This is an optimization exercise on Yosys and OpenROAD, whose aim is small area, a short achievable clock period and few clock cycles, not a production implementation. Only simulation tests tie the RTL to the original design; equivalence was not proved. Power figures rest on the tool's default switching activity, not on a simulated workload.

Design gsm7_codec, start of the top module:
module gsm7_codec (
    input  wire        clk,
    input  wire        rst,
    input  wire        cmd_valid,
    output wire        cmd_ready,
    input  wire        cmd_dec,       
    input  wire [2:0]  cmd_pad,       
    input  wire [8:0]  cmd_len,       
    input  wire        in_valid,
    output wire        in_ready,
    input  wire [15:0] in_data,
    output reg         out_valid,
    output wire [15:0] out_data,
    output reg         done,
    output wire        done_err,
    output wire [8:0]  done_pos,
    output wire        done_escp
);
Size in the first run: ~910 cells after synthesis, ~69 flip-flops, about 5800 um^2 of cells after synthesis.
Settings: LEC_CHECK=0, ABC_AREA=1, ABC_CLOCK_PERIOD_IN_PS=3000, CAP_MARGIN=20, CORE_MARGIN=5, CORE_UTILIZATION=25, CTS_BUF_LIST=sky130_fd_sc_hd__clkbuf_4 sky130_fd_sc_hd__clkbuf_8, CTS_CLUSTER_SIZE=30, GPL_TIMING_DRIVEN=0, SETUP_SLACK_MARGIN=5, SLEW_MARGIN=20; clock period 8.0 ns.
standard.sh (not shown) runs the stock make flow with config.mk's settings and CLKGATE_MAP_FILE= SYNTH_SCRIPT=/design/flow/synth_recipe.tcl, a recipe that flattens the netlist after the stock synthesis.
==> flow/flow/run.sh <==
#!/bin/bash
# Own flow: the standard flow, with the port buffers made from the
# smallest buffer cell instead of the default choice.
set -euo pipefail
# the standard synthesis, unchanged
bash standard.sh synth > synth.log 2>&1
# the rest of the standard flow
bash standard.sh 'BUFFER_PORTS_ARGS=-buffer_cell sky130_fd_sc_hd__buf_1' finish > layout.log 2>&1
Testbench counts at the start, summed over its fixed seeds: cycles 15,854.
Edit:
--- a/flow/config.mk
+++ b/flow/config.mk
@@ -13,5 +13,5 @@
 export CTS_BUF_LIST = sky130_fd_sc_hd__clkbuf_4 sky130_fd_sc_hd__clkbuf_8
 export CTS_CLUSTER_SIZE = 30
-export GPL_TIMING_DRIVEN = 0
+export GPL_ROUTABILITY_DRIVEN = 0
 export SETUP_SLACK_MARGIN = 5
 export SLEW_MARGIN = 20
Effect: The new run completed without violations; count of clock-buffer cells in the layout grows by 3; die area does not change; via count decreases by 1.0%; critical path depth climbs by 7; wire length goes down by 3.6%; final cell count drops by 1.1%; synthesized area stays the same; core utilization falls by 0.60 points; first-iteration DRC count goes down by 0.60%; setup slack is worse by 0.014 ns; sequential power went up by about 2%.

gsm7_codec, a different RTL version from the one above (not shown whole).
For scale: about 760 cells after synthesis, ~0.0062 mm2 of cells after synthesis.
make LEC_CHECK=0 ABC_CLOCK_PERIOD_IN_PS=3000 CAP_MARGIN=20 CORE_MARGIN=5 CORE_UTILIZATION=50 SETUP_SLACK_MARGIN=5 SLEW_MARGIN=20 finish   # period 8.0 ns
run.sh (not shown) runs the stock make flow with config.mk's settings and CLKGATE_MAP_FILE= SYNTH_SCRIPT=/design/flow/synth_recipe.tcl, a recipe that flattens the netlist after the stock synthesis.
Stock flow here: none of the scripts above is used.
Testbench counts at the start, summed over its fixed seeds: cycles 16,021.
Change:
==> flow/flow/run.sh (new file) <==
#!/bin/bash
# Own flow: the standard flow, with the port buffers made from the
# smallest buffer cell instead of the default choice.
set -euo pipefail
# the standard synthesis, unchanged
bash standard.sh synth > synth.log 2>&1
# the rest of the standard flow
bash standard.sh 'BUFFER_PORTS_ARGS=-buffer_cell sky130_fd_sc_hd__buf_1' finish > layout.log 2>&1
==> flow/standard.sh (new file) <==
#!/bin/bash
# synth_recipe.tcl (not shown) runs the flow's synth.tcl, then flattens the netlist and writes it again
# the make line also repeats each setting of config.mk as NAME=value (left out here)
make -C /OpenROAD-flow-scripts/flow DESIGN_CONFIG=/design/flow/config.mk WORK_HOME=/design/flow/orfs CLKGATE_MAP_FILE= SYNTH_SCRIPT=/design/flow/synth_recipe.tcl "${@:-finish}"
CORE_UTILIZATION = 25   (was 50)
removed: flow/run.sh
- die area came out higher by 90%
- sequential share of layout area is higher by 0.32 points
- core utilization went down by 33 points
- final area came out lower by 1.8%
- count of clock-buffer cells in the layout is lower by 3
- synthesized area stays the same
- cell count rises by 16%

yarrow:
RTL: one of the versions met above, not the one the previous note started from.
Size in the first run: ~69 flip-flops, about 64 I/O pins, roughly 5800 um2 of cells after synthesis.
==> flow/config.mk <==
export PLATFORM = sky130hd
export DESIGN_NAME = gsm7_codec
export DESIGN_NICKNAME = gsm7_codec
export VERILOG_FILES = /design/flow/design.v
export SDC_FILE = /design/flow/constraint.sdc
export NUM_CORES = 4
export LEC_CHECK = 0
export ABC_AREA = 1
export ABC_CLOCK_PERIOD_IN_PS = 3000
export CAP_MARGIN = 20
export CORE_MARGIN = 5
export CORE_UTILIZATION = 25
export CTS_BUF_LIST = sky130_fd_sc_hd__clkbuf_16
export CTS_CLUSTER_DIAMETER = 500
export CTS_CLUSTER_SIZE = 100
export SETUP_SLACK_MARGIN = 5
export SLEW_MARGIN = 20
==> flow/constraint.sdc <==
create_clock -name core_clock -period 8.0 [get_ports {clk}]
set_input_delay 1.6000 -clock core_clock [delete_from_list [all_inputs] [get_ports {clk}]]
set_output_delay 1.6000 -clock core_clock [all_outputs]
set_load 0.01 [all_outputs]
standard.sh (not shown) runs the stock make flow with config.mk's settings and CLKGATE_MAP_FILE= SYNTH_SCRIPT=/design/flow/synth_recipe.tcl, a recipe that flattens the netlist after the stock synthesis.
==> flow/flow/run.sh <==
#!/bin/bash
# Own flow: the standard flow, with the port buffers made from the
# smallest buffer cell instead of the default choice.
set -euo pipefail
# the standard synthesis, unchanged
bash standard.sh synth > synth.log 2>&1
# the rest of the standard flow
bash standard.sh 'BUFFER_PORTS_ARGS=-buffer_cell sky130_fd_sc_hd__buf_1' finish > layout.log 2>&1
Testbench counts of yarrow, summed over its fixed seeds: cycles 15,854.
Modified inputs, harbor compared to yarrow
# yarrow
export LEC_CHECK = 0
export ABC_AREA = 1
export ABC_CLOCK_PERIOD_IN_PS = 3000
export CAP_MARGIN = 20
export CORE_MARGIN = 5
export CORE_UTILIZATION = 25
export CTS_BUF_LIST = sky130_fd_sc_hd__clkbuf_16
export CTS_CLUSTER_DIAMETER = 500
export CTS_CLUSTER_SIZE = 100
export SETUP_SLACK_MARGIN = 5
export SLEW_MARGIN = 20
create_clock -name core_clock -period 8.0 [get_ports {clk}]
# harbor
export LEC_CHECK = 0
export ABC_AREA = 1
export ABC_CLOCK_PERIOD_IN_PS = 3000
export CAP_MARGIN = 20
export CORE_MARGIN = 5
export CORE_UTILIZATION = 25
export CTS_BUF_LIST = sky130_fd_sc_hd__clkbuf_4 sky130_fd_sc_hd__clkbuf_8
export CTS_CLUSTER_SIZE = 30
export SETUP_SLACK_MARGIN = 5
export SLEW_MARGIN = 20
export TNS_END_PERCENT = 0
create_clock -name core_clock -period 8.0 [get_ports {clk}]
Findings:
Between yarrow and harbor, maximum clock frequency decreased. Compared with yarrow, harbor has less setup slack. The power density normalized to cell area in yarrow is 1.07 times that in harbor. Register-to-register slack: harbor vs yarrow down 190 ps. In the reports for yarrow and harbor, the smaller instance count on the critical path belongs to yarrow. When harbor is measured against yarrow, its wire length turns out 1.3% lower.
Edits applied to the flow inputs when going from harbor to nickel:
# harbor
export LEC_CHECK = 0
export ABC_AREA = 1
export ABC_CLOCK_PERIOD_IN_PS = 3000
export CAP_MARGIN = 20
export CORE_MARGIN = 5
export CORE_UTILIZATION = 25
export CTS_BUF_LIST = sky130_fd_sc_hd__clkbuf_4 sky130_fd_sc_hd__clkbuf_8
export CTS_CLUSTER_SIZE = 30
export SETUP_SLACK_MARGIN = 5
export SLEW_MARGIN = 20
export TNS_END_PERCENT = 0
create_clock -name core_clock -period 8.0 [get_ports {clk}]
# nickel
export LEC_CHECK = 0
export ABC_AREA = 1
export ABC_CLOCK_PERIOD_IN_PS = 3000
export CAP_MARGIN = 20
export CORE_MARGIN = 5
export CORE_UTILIZATION = 25
export CTS_BUF_LIST = sky130_fd_sc_hd__clkbuf_4 sky130_fd_sc_hd__clkbuf_8
export CTS_CLUSTER_SIZE = 30
export SETUP_SLACK_MARGIN = 5
export SLEW_MARGIN = 20
create_clock -name core_clock -period 8.0 [get_ports {clk}]
==> flow/flow/run.sh <==
#!/bin/bash
set -euo pipefail
# the standard synthesis, unchanged
bash standard.sh synth > synth.log 2>&1
# the rest of the standard flow
bash standard.sh 'BUFFER_PORTS_ARGS=-buffer_cell sky130_fd_sc_hd__buf_1' \
    SETUP_SLACK_MARGIN=5.15 finish > layout.log 2>&1
==> comparison <==
- Per the comparison of nickel with harbor, via count saw an increase; power picked up an extra about 8%; number of DRC violations after detailed-routing iteration 0 up 70%; count of multi-input gates essentially unchanged; number of vias per cell grew by 2.4%.
- Run comparison: nickel beginning of the critical path in_valid; harbor beginning of the critical path n[0]
- Sequential share of layout area ended up 2.1 points lower on nickel than on harbor.
- Higher minimum clock period among harbor and nickel: harbor
- Core util | nickel vs harbor | nickel higher
- The worst setup slack of nickel exceeds that of harbor by 220 ps.
- Looking only at ratio of final minimum period to clock period, and setting everything else aside, the higher value of harbor and nickel goes to harbor.
- Relative to harbor, non-clock buffer count has increased by 43 in nickel.
The inputs of ember differ from those of nickel as listed below.
==> flow/flow/run.sh <==
#!/bin/bash
# Own flow: the standard flow, with the port buffers made from the
# smallest buffer cell instead of the default choice.
set -euo pipefail
# the standard synthesis, unchanged
bash standard.sh synth > synth.log 2>&1
# the rest of the standard flow
bash standard.sh 'BUFFER_PORTS_ARGS=-buffer_cell sky130_fd_sc_hd__buf_1' finish > layout.log 2>&1
Results
- Delta (ember minus nickel): share of total power in the clock network went down by 1.0 points, internal power went down by 7.5%, setup slack went down by 58 ps, overall via count from detail_route went down by about 3.3%.
- ember vs nickel — routed wire length dropped 4.1%.
- Of ember and nickel, it is ember that has the higher post-layout minimum cycle time.
- What ember reported for met3 wire length has to be multiplied by 1.10 to get the figure for nickel.

==> separate check: timing with driven ports <==
The results above use ideal ports. As a check the final layouts listed here were re-extracted and re-timed, cells and wires unchanged. Step 1 assumes that a clkbuf_16 drives the clock port and a buf_2 every other input. Step 2 also shifts input and output timing later by t, the mid clock arrival at the registers, as if the neighbouring blocks saw the same clock. Slacks: no drivers / after step 1 / after step 2; pairs: no drivers / after step 1.
| run | t (ns) | slack for setup (ns) | worst hold slack (ns) | worst setup path at the end | worst data-port slew with drivers (ns) |
|---|---|---|---|---|---|
| the first run of note 1 | 0.395 | 5.165 / 5.165 / 4.894 | 0.475 / 0.475 / 0.475 | input to register | 0.04 |
| the second run of note 1 | 0.393 | 5.151 / 5.151 / 4.832 | 0.468 / 0.468 / 0.468 | input to register | 0.04 |
| the first run of note 2 | 0.372 | 5.026 / 4.986 / 4.710 | 0.493 / 0.493 / 0.493 | input to register | 0.04 |
| the second run of note 2 | 0.382 | 4.982 / 4.982 / 4.726 | 0.494 / 0.494 / 0.494 | input to register | 0.04 |
| yarrow | 0.374 | 5.164 / 5.178 / 4.804 | 0.469 / 0.469 / 0.469 | input to register | 0.03 |
| harbor | 0.390 | 5.021 / 5.021 / 4.688 | 0.472 / 0.472 / 0.472 | input to register | 0.04 |
| nickel | 0.382 | 5.245 / 5.252 / 4.870 | 0.476 / 0.476 / 0.476 | input to register | 0.04 |
| ember | 0.388 | 5.187 / 5.192 / 4.808 | 0.472 / 0.472 / 0.472 | input to register | 0.03 |
After both steps setup and hold are still met in every run listed. For ember, which loses most, drivers alone change the setup slack by +0.005 ns; drivers and shift together by -0.379 ns.
